From an optimization exercise on the open Yosys and OpenROAD flow, aimed at small area, a short achievable clock period and few clock cycles; shortcuts taken in it are not production practice.
In this exercise RTL edits were held to simulation tests only and were not proved equivalent to the original.
Power is estimated from default activity; no workload was simulated.

$ cat flow/design.v
module gpusim_bs (
    input  wire        clk,
    input  wire        rst,           
    input  wire        cmd_valid,
    output wire        cmd_ready,
    input  wire [3:0]  cmd_op,
    input  wire [7:0]  cmd_a,
    input  wire [7:0]  cmd_b,
    input  wire [7:0]  cmd_c,
    output reg         rsp_valid,
    output reg  [3:0]  rsp_kind,
    output reg  [1:0]  rsp_space,
    output reg  [15:0] rsp_info,
    input  wire [7:0]  rd_addr,
    output wire [7:0]  rd_data,
    input  wire [2:0]  rd_reg,
    output wire [7:0]  rd_reg_data,
    output wire [7:0]  pc_o,
    output wire [7:0]  pend_o,
    output wire [1:0]  ctrl_o
);
    localparam MEM_SIZE  = 64;
    localparam REG_COUNT = 8;
    localparam NWORDS    = 21;        
    localparam OP_RESET  = 4'd0;
    localparam OP_LOAD   = 4'd1;
    localparam OP_STEP   = 4'd2;
    localparam OP_EXEI   = 4'd4;
    localparam OP_RUN    = 4'd5;
    localparam OP_PAUSE  = 4'd6;
    localparam OP_STOP   = 4'd7;
    localparam OP_WRMEM  = 4'd8;
    localparam K_OK      = 4'd0;
    localparam K_TOOBIG  = 4'd5;
    localparam K_BADCODE = 4'd7;
    localparam K_OOB     = 4'd9;
    localparam K_UNSUP   = 4'd10;
    localparam SP_NONE   = 2'd0;
    localparam SP_REG    = 2'd1;
    localparam SP_MEM    = 2'd2;
    localparam SP_FETCH  = 2'd3;
    localparam C_STOPPED = 2'd0;
    localparam C_RUNNING = 2'd1;
    localparam C_PAUSED  = 2'd2;
    reg [7:0] mem  [0:MEM_SIZE-1];
    reg [7:0] regs [0:REG_COUNT-1];
    reg [5:0] pc;         
    reg [4:0] k;          
    reg [6:0] pend;       
    reg [1:0] ctrl;
    reg       loading;    
    reg       running;    
    assign cmd_ready = !running;
    wire idle_cmd = cmd_valid && !loading && !running;
    wire is_op_step = (cmd_op == OP_STEP);
    wire is_op_exei = (cmd_op == OP_EXEI);
    wire is_op_run  = (cmd_op == OP_RUN);
    wire [7:0] pdist     = {1'b0, pend} - {2'b0, pc};
    wire       pc_lt_pend = !pdist[7] && (pdist != 8'd0);    
    wire       last3    = pdist[7] || (pdist[6:2] == 5'd0);    
    wire       lane1_ok = !pdist[7] && (pdist > 8'd1);       
    wire       lane2_ok = !pdist[7] && (pdist > 8'd2);       
    reg [23:0] fword;
    integer w;
    always @(*) begin
        fword = 24'd0;
        for (w = 0; w < NWORDS; w = w + 1)
            if (k == w) fword = {mem[3*w], mem[3*w+1], mem[3*w+2]};
    end
    wire fetch_oob = (k == 5'd21);
    wire       src_cmd = !running && is_op_exei;
    wire [7:0] x_op = src_cmd ? cmd_a : fword[23:16];
    wire [7:0] x_a  = src_cmd ? cmd_b : fword[15:8];
    wire [7:0] x_b  = src_cmd ? cmd_c : fword[7:0];
    wire [7:0] reg_a = regs[x_a[2:0]];
    wire [7:0] reg_b = regs[x_b[2:0]];
    wire op_alu   = (x_op == 8'h01) || (x_op == 8'h02) || (x_op == 8'h03);
    wire op_store = (x_op == 8'h04);
    wire a_reg_ok = (x_a[7:3] == 5'd0);
    wire a_mem_ok = (x_a[7:6] == 2'd0);
    wire b_reg_ok = (x_b[7:3] == 5'd0);
    reg        d_fault;
    reg [3:0]  d_kind;
    reg [1:0]  d_space;
    reg [7:0]  d_info;
    always @(*) begin
        d_fault = 1'b1;
        d_kind  = K_OOB;
        d_space = SP_REG;
        d_info  = x_a;
        if (!src_cmd && fetch_oob) begin
            d_space = SP_FETCH;
            d_info  = 8'd64;
        end else if (op_alu) begin
            d_fault = !a_reg_ok;
        end else if (op_store) begin
            if (!a_mem_ok) begin
                d_space = SP_MEM;
            end else if (!b_reg_ok) begin
                d_info  = x_b;
            end else begin
                d_fault = 1'b0;
            end
        end else begin
            d_kind  = K_BADCODE;
            d_space = SP_NONE;
            d_info  = x_op;
        end
    end
    wire [7:0] alu = (x_op[1:0] == 2'b01) ? x_b :
                     (x_op[1:0] == 2'b10) ? reg_a + x_b : reg_a - x_b;
    wire x_en = running || (idle_cmd && (is_op_step || is_op_exei || (is_op_run && pc_lt_pend)));
    wire x_ok = x_en && !d_fault;
    wire reg_we = x_ok && op_alu;
    wire st_we  = x_ok && op_store;
    wire clear_all = rst || (idle_cmd && cmd_op == OP_RESET);
    wire beat      = loading && cmd_valid;
    wire wm_we     = idle_cmd && (cmd_op == OP_WRMEM) && (cmd_a[7:6] == 2'd0);
    wire [5:0] waddr = wm_we ? cmd_a[5:0] : x_a[5:0];
    wire [7:0] wbyte = wm_we ? cmd_b : reg_b;
    wire       wsel  = wm_we || st_we;
    integer i;
    always @(posedge clk) begin
        for (i = 0; i < MEM_SIZE; i = i + 1) begin
            if (clear_all)
                mem[i] <= 8'd0;
            else if (beat && k == i / 3 && (i % 3 == 0 || (i % 3 == 1 && lane1_ok) || (i % 3 == 2 && lane2_ok)))
                mem[i] <= (i % 3 == 0) ? cmd_a : (i % 3 == 1) ? cmd_b : cmd_c;
            else if (wsel && waddr == i)
                mem[i] <= wbyte;
        end
    end
    always @(posedge clk) begin
        for (i = 0; i < REG_COUNT; i = i + 1) begin
            if (clear_all)
                regs[i] <= 8'd0;
            else if (reg_we && x_a[2:0] == i)
                regs[i] <= alu;
        end
    end
    always @(posedge clk) begin
        rsp_valid <= 1'b0;
        if (clear_all) begin
            pc       <= 6'd0;
            k        <= 5'd0;
            pend     <= 7'd0;
            ctrl     <= C_STOPPED;
            loading  <= 1'b0;
            running  <= 1'b0;
            rsp_kind <= K_OK;
            rsp_space <= SP_NONE;
            rsp_info <= 16'd0;
            rsp_valid <= !rst;
        end else if (beat) begin
            pc <= pc + 6'd3;
            k  <= k + 5'd1;
            if (last3) begin
                pc        <= 6'd0;
                k         <= 5'd0;
                loading   <= 1'b0;
                rsp_kind  <= K_OK;
                rsp_space <= SP_NONE;
                rsp_info  <= 16'd0;
                rsp_valid <= 1'b1;
            end
        end else if (x_en) begin
            rsp_kind  <= d_kind;
            rsp_space <= d_space;
            rsp_info  <= {8'd0, d_info};
            if (d_fault) begin
                running   <= 1'b0;
                rsp_valid <= 1'b1;
                if (idle_cmd && is_op_run)
                    ctrl <= C_RUNNING;
            end else begin
                rsp_kind  <= K_OK;
                rsp_space <= SP_NONE;
                rsp_info  <= (idle_cmd && is_op_exei) ? 16'd2 : 16'd0;
                if (!src_cmd) begin
                    pc <= pc + 6'd3;
                    k  <= k + 5'd1;
                end
                if (idle_cmd && !is_op_run) begin
                    rsp_valid <= 1'b1;
                end else if (last3) begin
                    ctrl      <= C_STOPPED;
                    running   <= 1'b0;
                    rsp_valid <= 1'b1;
                end else begin
                    ctrl      <= C_RUNNING;
                    running   <= 1'b1;
                end
            end
        end else if (idle_cmd) begin
            rsp_kind  <= K_OK;
            rsp_space <= SP_NONE;
            rsp_info  <= 16'd0;
            rsp_valid <= 1'b1;
            case (cmd_op)
                OP_LOAD: begin
                    if ({cmd_a, cmd_b} > MEM_SIZE) begin
                        rsp_kind <= K_TOOBIG;
                        rsp_info <= {cmd_a, cmd_b};
                    end else begin
                        pend <= cmd_b[6:0];
                        pc   <= 6'd0;
                        k    <= 5'd0;
                        if (cmd_b[6:0] != 7'd0) begin
                            loading   <= 1'b1;
                            rsp_valid <= 1'b0;
                        end
                    end
                end
                OP_RUN:   ctrl <= C_STOPPED;        
                OP_PAUSE: ctrl <= C_PAUSED;
                OP_STOP:  ctrl <= C_STOPPED;
                OP_WRMEM: begin
                    if (cmd_a[7:6] != 2'd0) begin
                        rsp_kind  <= K_OOB;
                        rsp_space <= SP_MEM;
                        rsp_info  <= {8'd0, cmd_a};
                    end
                end
                default: begin
                    rsp_kind <= K_UNSUP;
                    rsp_info <= {12'd0, cmd_op};
                end
            endcase
        end
    end
    assign rd_data     = (rd_addr[7:6] == 2'd0) ? mem[rd_addr[5:0]] : 8'd0;
    assign rd_reg_data = regs[rd_reg];
    assign pc_o        = {2'b0, pc};
    assign pend_o      = {1'b0, pend};
    assign ctrl_o      = ctrl;
endmodule
$ cat flow/run.sh
#!/bin/bash
# synth_recipe.tcl (not shown) runs the flow's synth.tcl, then flattens the netlist and writes it again
# the make line also repeats each setting of config.mk as NAME=value (left out here)
make -C /OpenROAD-flow-scripts/flow DESIGN_CONFIG=/design/flow/config.mk WORK_HOME=/design/flow/orfs CLKGATE_MAP_FILE= SYNTH_SCRIPT=/design/flow/synth_recipe.tcl finish
$ cat flow/config.mk
export PLATFORM = sky130hd
export DESIGN_NAME = gpusim_bs
export DESIGN_NICKNAME = gpusim_bs
export VERILOG_FILES = /design/flow/design.v
export SDC_FILE = /design/flow/constraint.sdc
export NUM_CORES = 4
export LEC_CHECK = 0
export CAP_MARGIN = 20
export CORE_MARGIN = 2
export CORE_UTILIZATION = 25
export SLEW_MARGIN = 20
$ cat flow/constraint.sdc
create_clock -name core_clock -period 10.0 [get_ports {clk}]
set_input_delay 2.0000 -clock core_clock [delete_from_list [all_inputs] [get_ports {clk}]]
set_output_delay 2.0000 -clock core_clock [all_outputs]
set_load 0.01 [all_outputs]
==> implementation parameters <==
Parameter                              Value

Die
  Chip width ... 415 µm
  Number of top-level pins ... 100
  Initial standard-cell utilization of the core ... 0.252
  Cell Rows ... 150
  Core Footprint ... between 0.15 and 0.2 mm²
  Die H ... roughly 410 µm
  Area enclosed by the die boundary ... ~0.17 mm²

Placed design
  Number of cells after detailed placement ... ~7,400
  Placed Instance Area ... approximately 0.047 mm²
  Number of buffers added on ports ... between 90 and 100
  Post-Place Worst Slack ... 0.883 ns
  GP Congestion ... about 1.1
  Total half-perimeter wirelength after legalization and detailed placement ... around 320 mm

STA
  Tightest slew margin relative to the limit ... 0.130
  Final WS setup ... 1.23 ns
  Sum of negative setup slack ... 0 ns
  Number of setup violations in the final report ... 0
  Number of slew-limit violations in the final report ... 0
  RSZ-0062 raised after global routing ... no
  Period minus WS final ... roughly 8.8 ns
  Achievable frequency ... around 110 MHz
  Worst hold margin ... approximately 0.45 ns
  Transition time at the pin with the least slew margin ... between 1 and 1.5 ns
  Final Hold Violating Endpoints ... 0
  Worst setup skew after layout ... ~0.034 ns
  Final worst-path cycle share ... 0.877

Detailed routing
  Post-Route WL ... roughly 430 mm
  Post-detailed-route wirelength per cell ... around 57 µm
  Via total after detailed routing ... 54,100
  Violation count after the first detailed-route iteration ... ~9,400
  1st-pass router iterations ... 12
  DRC Markers ... 0
  Detail-routed via count per cell ... 7.07
  Post-DRT Antenna Nets ... 0

GRT
  Grt met2 use ... 0.646
  Antenna violations before repair ... ~140
  Global-route usage over all layers ... 0.482
  Global route overflow ... 0
  Number of global-route vias before repair ... 46,400
  Maximum number of pins on one net before global-route repair ... around 130
  Most used routing layer ... met2
  Routing usage on met3 ... 0.225
  Global-route wire length before repair ... 541 mm
  Met1 Track Usage GR ... 0.577

Setup path
  Worst setup startpoint ... cmd_op[1]
  Signal arrival time at the worst endpoint ... 9.45 ns
  Worst setup path endpoint ... mem[48][7]
  Destination of the worst register-to-register timing path ... mem[48][7]
  R2r setup slk ... ~1.3 ns
  Start-to-end type of the worst setup path ... primary input to register
  Kind of end point of the critical path ... register
  Worst R2R Start ... k[2]
  Startpoint type of the worst setup path ... primary input
  Data required time at the worst endpoint ... 10.68 ns
  Max FO, Critical Path ... 14
  Reg2Reg Depth ... 18

Clock network
  CTS resizes ... 0
  Clock insertion delay at the later pin of the skew report ... around 0.77 ns
  Clk buf depth ... 3
  CTS HTree Levels ... 3
  CTS Hold Buffers Added ... 0
  Sinks on the clock net ... 621
  Post-CTS Setup Inserts ... 0
  TritonCTS Buffers ... 85
  Cell chosen for the clock root ... sky130_fd_sc_hd__clkbuf_16
  Clock transition at the register clock pins on the worst setup and hold paths after CTS ... 0.06 ns
  TritonCTS clock tree ... built

Hold path
  Class of the tightest hold or removal check ... register to register
  Start point of the worst min-delay path ... ctrl[1]

Power and ir drop
  Total power after layout ... between 6 and 7 mW
  Part of the power in registers ... 0.380
  VDD IR-drop max ... 0.132 mV
  Switching pwr ... just under 2 mW
  Switching share of total power ... 0.295
  Internal cell power ... between 4 and 5 mW
  Cell Pwr Density ... around 130 mW/mm²
  Clock share of power ... 0.529
  Gate power share ... 0.091
  Leakage ... 17.1 nW

Yosys
  Per-instance average area after synthesis ... approximately 8.0 µm²
  Most frequently used flop master after synthesis ... sky130_fd_sc_hd__dfxtp_1
  Number of synthesized flops with an enable pin ... 0
  Number of distinct library cell variants in the gate-level netlist after synthesis ... about 130
  Post-synth ARST share ... 0
  Warning count from the yosys run ... 3
  Number of instances in the synthesized netlist ... 5,262
  Netlist Area Pre-Place ... around 0.042 mm²
  Register bit count reported by yosys ... roughly 620
  Sequential element share of the synthesized area ... 0.295

Layout
  Post-Layout Inst Area ... between 0.05 and 0.06 mm²
  Final Core Density ... 0.300
  Area growth from synthesis to final layout ... 19.2%
  Share of cells above drive strength 1 ... 0.150
  Number of nets in the layout ... 5,366
  Fin cells ... 7,648

Run status
  Outcome ... finished clean

Run
  MaxCap Viol Count ... 0
==> routing by layer <==
metal  routed length (µm)  vias up
met5                  741        -
met4                44200       78
met3                57000     1584
met2               166000     5202
met1               165000    26900
li1                     -    20300
==> synthesized netlist by cell type, types with 68 or more instances <==
cell type / instances / area (µm²)
sky130_fd_sc_hd__o21ai_0: 543 / 2720
sky130_fd_sc_hd__mux2i_1: 417 / 4170
sky130_fd_sc_hd__nand3_1: 127 / 636
sky130_fd_sc_hd__a221oi_1: 161 / 1410
sky130_fd_sc_hd__inv_1: 68 / 255
sky130_fd_sc_hd__nand2_1: 375 / 1410
sky130_fd_sc_hd__clkbuf_1: 329 / 1230
sky130_fd_sc_hd__a22o_1: 158 / 1380
sky130_fd_sc_hd__a21oi_1: 525 / 2630
sky130_fd_sc_hd__buf_2: 93 / 465
sky130_fd_sc_hd__nor3_1: 138 / 691
sky130_fd_sc_hd__nor2_1: 412 / 1550
sky130_fd_sc_hd__dfxtp_1: 621 / 12400
==> layout by cell type (no fill, tap or decap), types with 66 or more instances in the layout <==
cell type	Yosys	final
sky130_fd_sc_hd__clkbuf_16	0	88
sky130_fd_sc_hd__clkdlybuf4s50_1	0	92
sky130_fd_sc_hd__nor3_1	138	135
sky130_fd_sc_hd__mux2i_1	417	417
sky130_fd_sc_hd__diode_2	0	74
sky130_fd_sc_hd__nand2_1	375	373
sky130_fd_sc_hd__buf_4	28	333
sky130_fd_sc_hd__nor2_1	412	347
sky130_fd_sc_hd__dfxtp_1	621	618
sky130_fd_sc_hd__a221oi_1	161	157
sky130_fd_sc_hd__o21ai_0	543	539
sky130_fd_sc_hd__a22o_1	158	158
sky130_fd_sc_hd__nand3_1	127	125
sky130_fd_sc_hd__nand4_1	66	66
sky130_fd_sc_hd__a21oi_1	525	523
==> logic make-up after synthesis <==
logic type	synth area share
compound gates	0.338
simple gates	0.185
flops	0.295
buf+inv	0.0621
mux	0.109
fa+ha+maj	0.00807
xor+xnor	0.00249
other cells	0.0000889
==> critical path: stages <==
cell	delay [ns]
sky130_fd_sc_hd__clkdlybuf4s50_1	0.59
sky130_fd_sc_hd__or4b_1	0.94
sky130_fd_sc_hd__nor2_2	0.42
sky130_fd_sc_hd__nor4_1	0.16
sky130_fd_sc_hd__and3_1	0.51
sky130_fd_sc_hd__nor2_1	0.59
sky130_fd_sc_hd__clkinv_1	0.53
sky130_fd_sc_hd__ha_1	0.52
sky130_fd_sc_hd__or4_1	0.74
sky130_fd_sc_hd__a21boi_0	0.20
sky130_fd_sc_hd__a31oi_1	0.45
sky130_fd_sc_hd__nor2_1	0.11
sky130_fd_sc_hd__buf_4	0.25
sky130_fd_sc_hd__nor2_2	0.68
sky130_fd_sc_hd__buf_4	0.44
sky130_fd_sc_hd__nand2_1	0.09
sky130_fd_sc_hd__o22ai_1	0.16
==> power groups by stage <==
stage	sequential, mW	combinational, mW	clock [mW]
after floorplan	2.54	0.269	0
after global placement	2.54	0.562	0
after detailed placement	2.54	0.561	0
after CTS	2.48	0.563	3.44
after global routing	2.48	0.591	3.50
final	2.48	0.593	3.45
==> worst min-delay path by stage <==
stage / to / slack (ns) / depth (start not counted)
floorplan: mem[63][6] / 0.44 / 2
global placement: ctrl[1] / 0.44 / 2
detailed placement: rsp_kind[3] / 0.45 / 2
CTS: rsp_kind[3] / 0.46 / 2
global route: ctrl[1] / 0.48 / 2
finish: ctrl[1] / 0.45 / 2
==> sequential cells by signal, indices dropped and copies added, names as in the netlist <==
name	count
ctrl	2
k	5
loading	1
mem	512
pc	6
pend	7
regs	64
rsp_info	16
rsp_kind	4
rsp_space	2
rsp_valid	1
running	1
==> layout make-up <==
class / instances / area [µm²]
fillers: 18000 / 117000
multi-input cells: 4069 / 27800
flip-flops and latches: 621 / 12400
repair buffers: 450 / 3820
well taps: 2204 / 2760
clock buffers: 127 / 2530
clock inverters: 32 / 442
inverters: 71 / 267
diodes: 74 / 185
Testbench counts, summed over its fixed seeds: cycles 19,490.

separate check: timing with driven ports:
The results above use ideal ports. As a check the final layout listed here was re-extracted and re-timed, cells and wires unchanged. Step 1 (the two cells are an assumption about what drives the block):
set clk [get_ports {clk}]
set_driving_cell -lib_cell sky130_fd_sc_hd__clkbuf_16 $clk
set_driving_cell -lib_cell sky130_fd_sc_hd__buf_2 [delete_from_list [all_inputs] $clk]
Step 2 times the ports against the registers' clock, not the clock port: input delays grow and output delays shrink by t, the midpoint of the rising clock arrivals with the driver on. Three values: no drivers, after step 1, after step 2; two values: the first two.
t (ns): 0.835
setup WS [ns]: 1.230 / 1.257 / 0.456
clock arrival spread, ns: 0.034 / 0.034
worst slew at a driven data input, ns: 0.06
cell pins on the clock port's net: 1
After both steps this run still meets setup and hold. For this run, drivers alone change the setup slack by +0.027 ns; drivers and shift together by -0.774 ns.
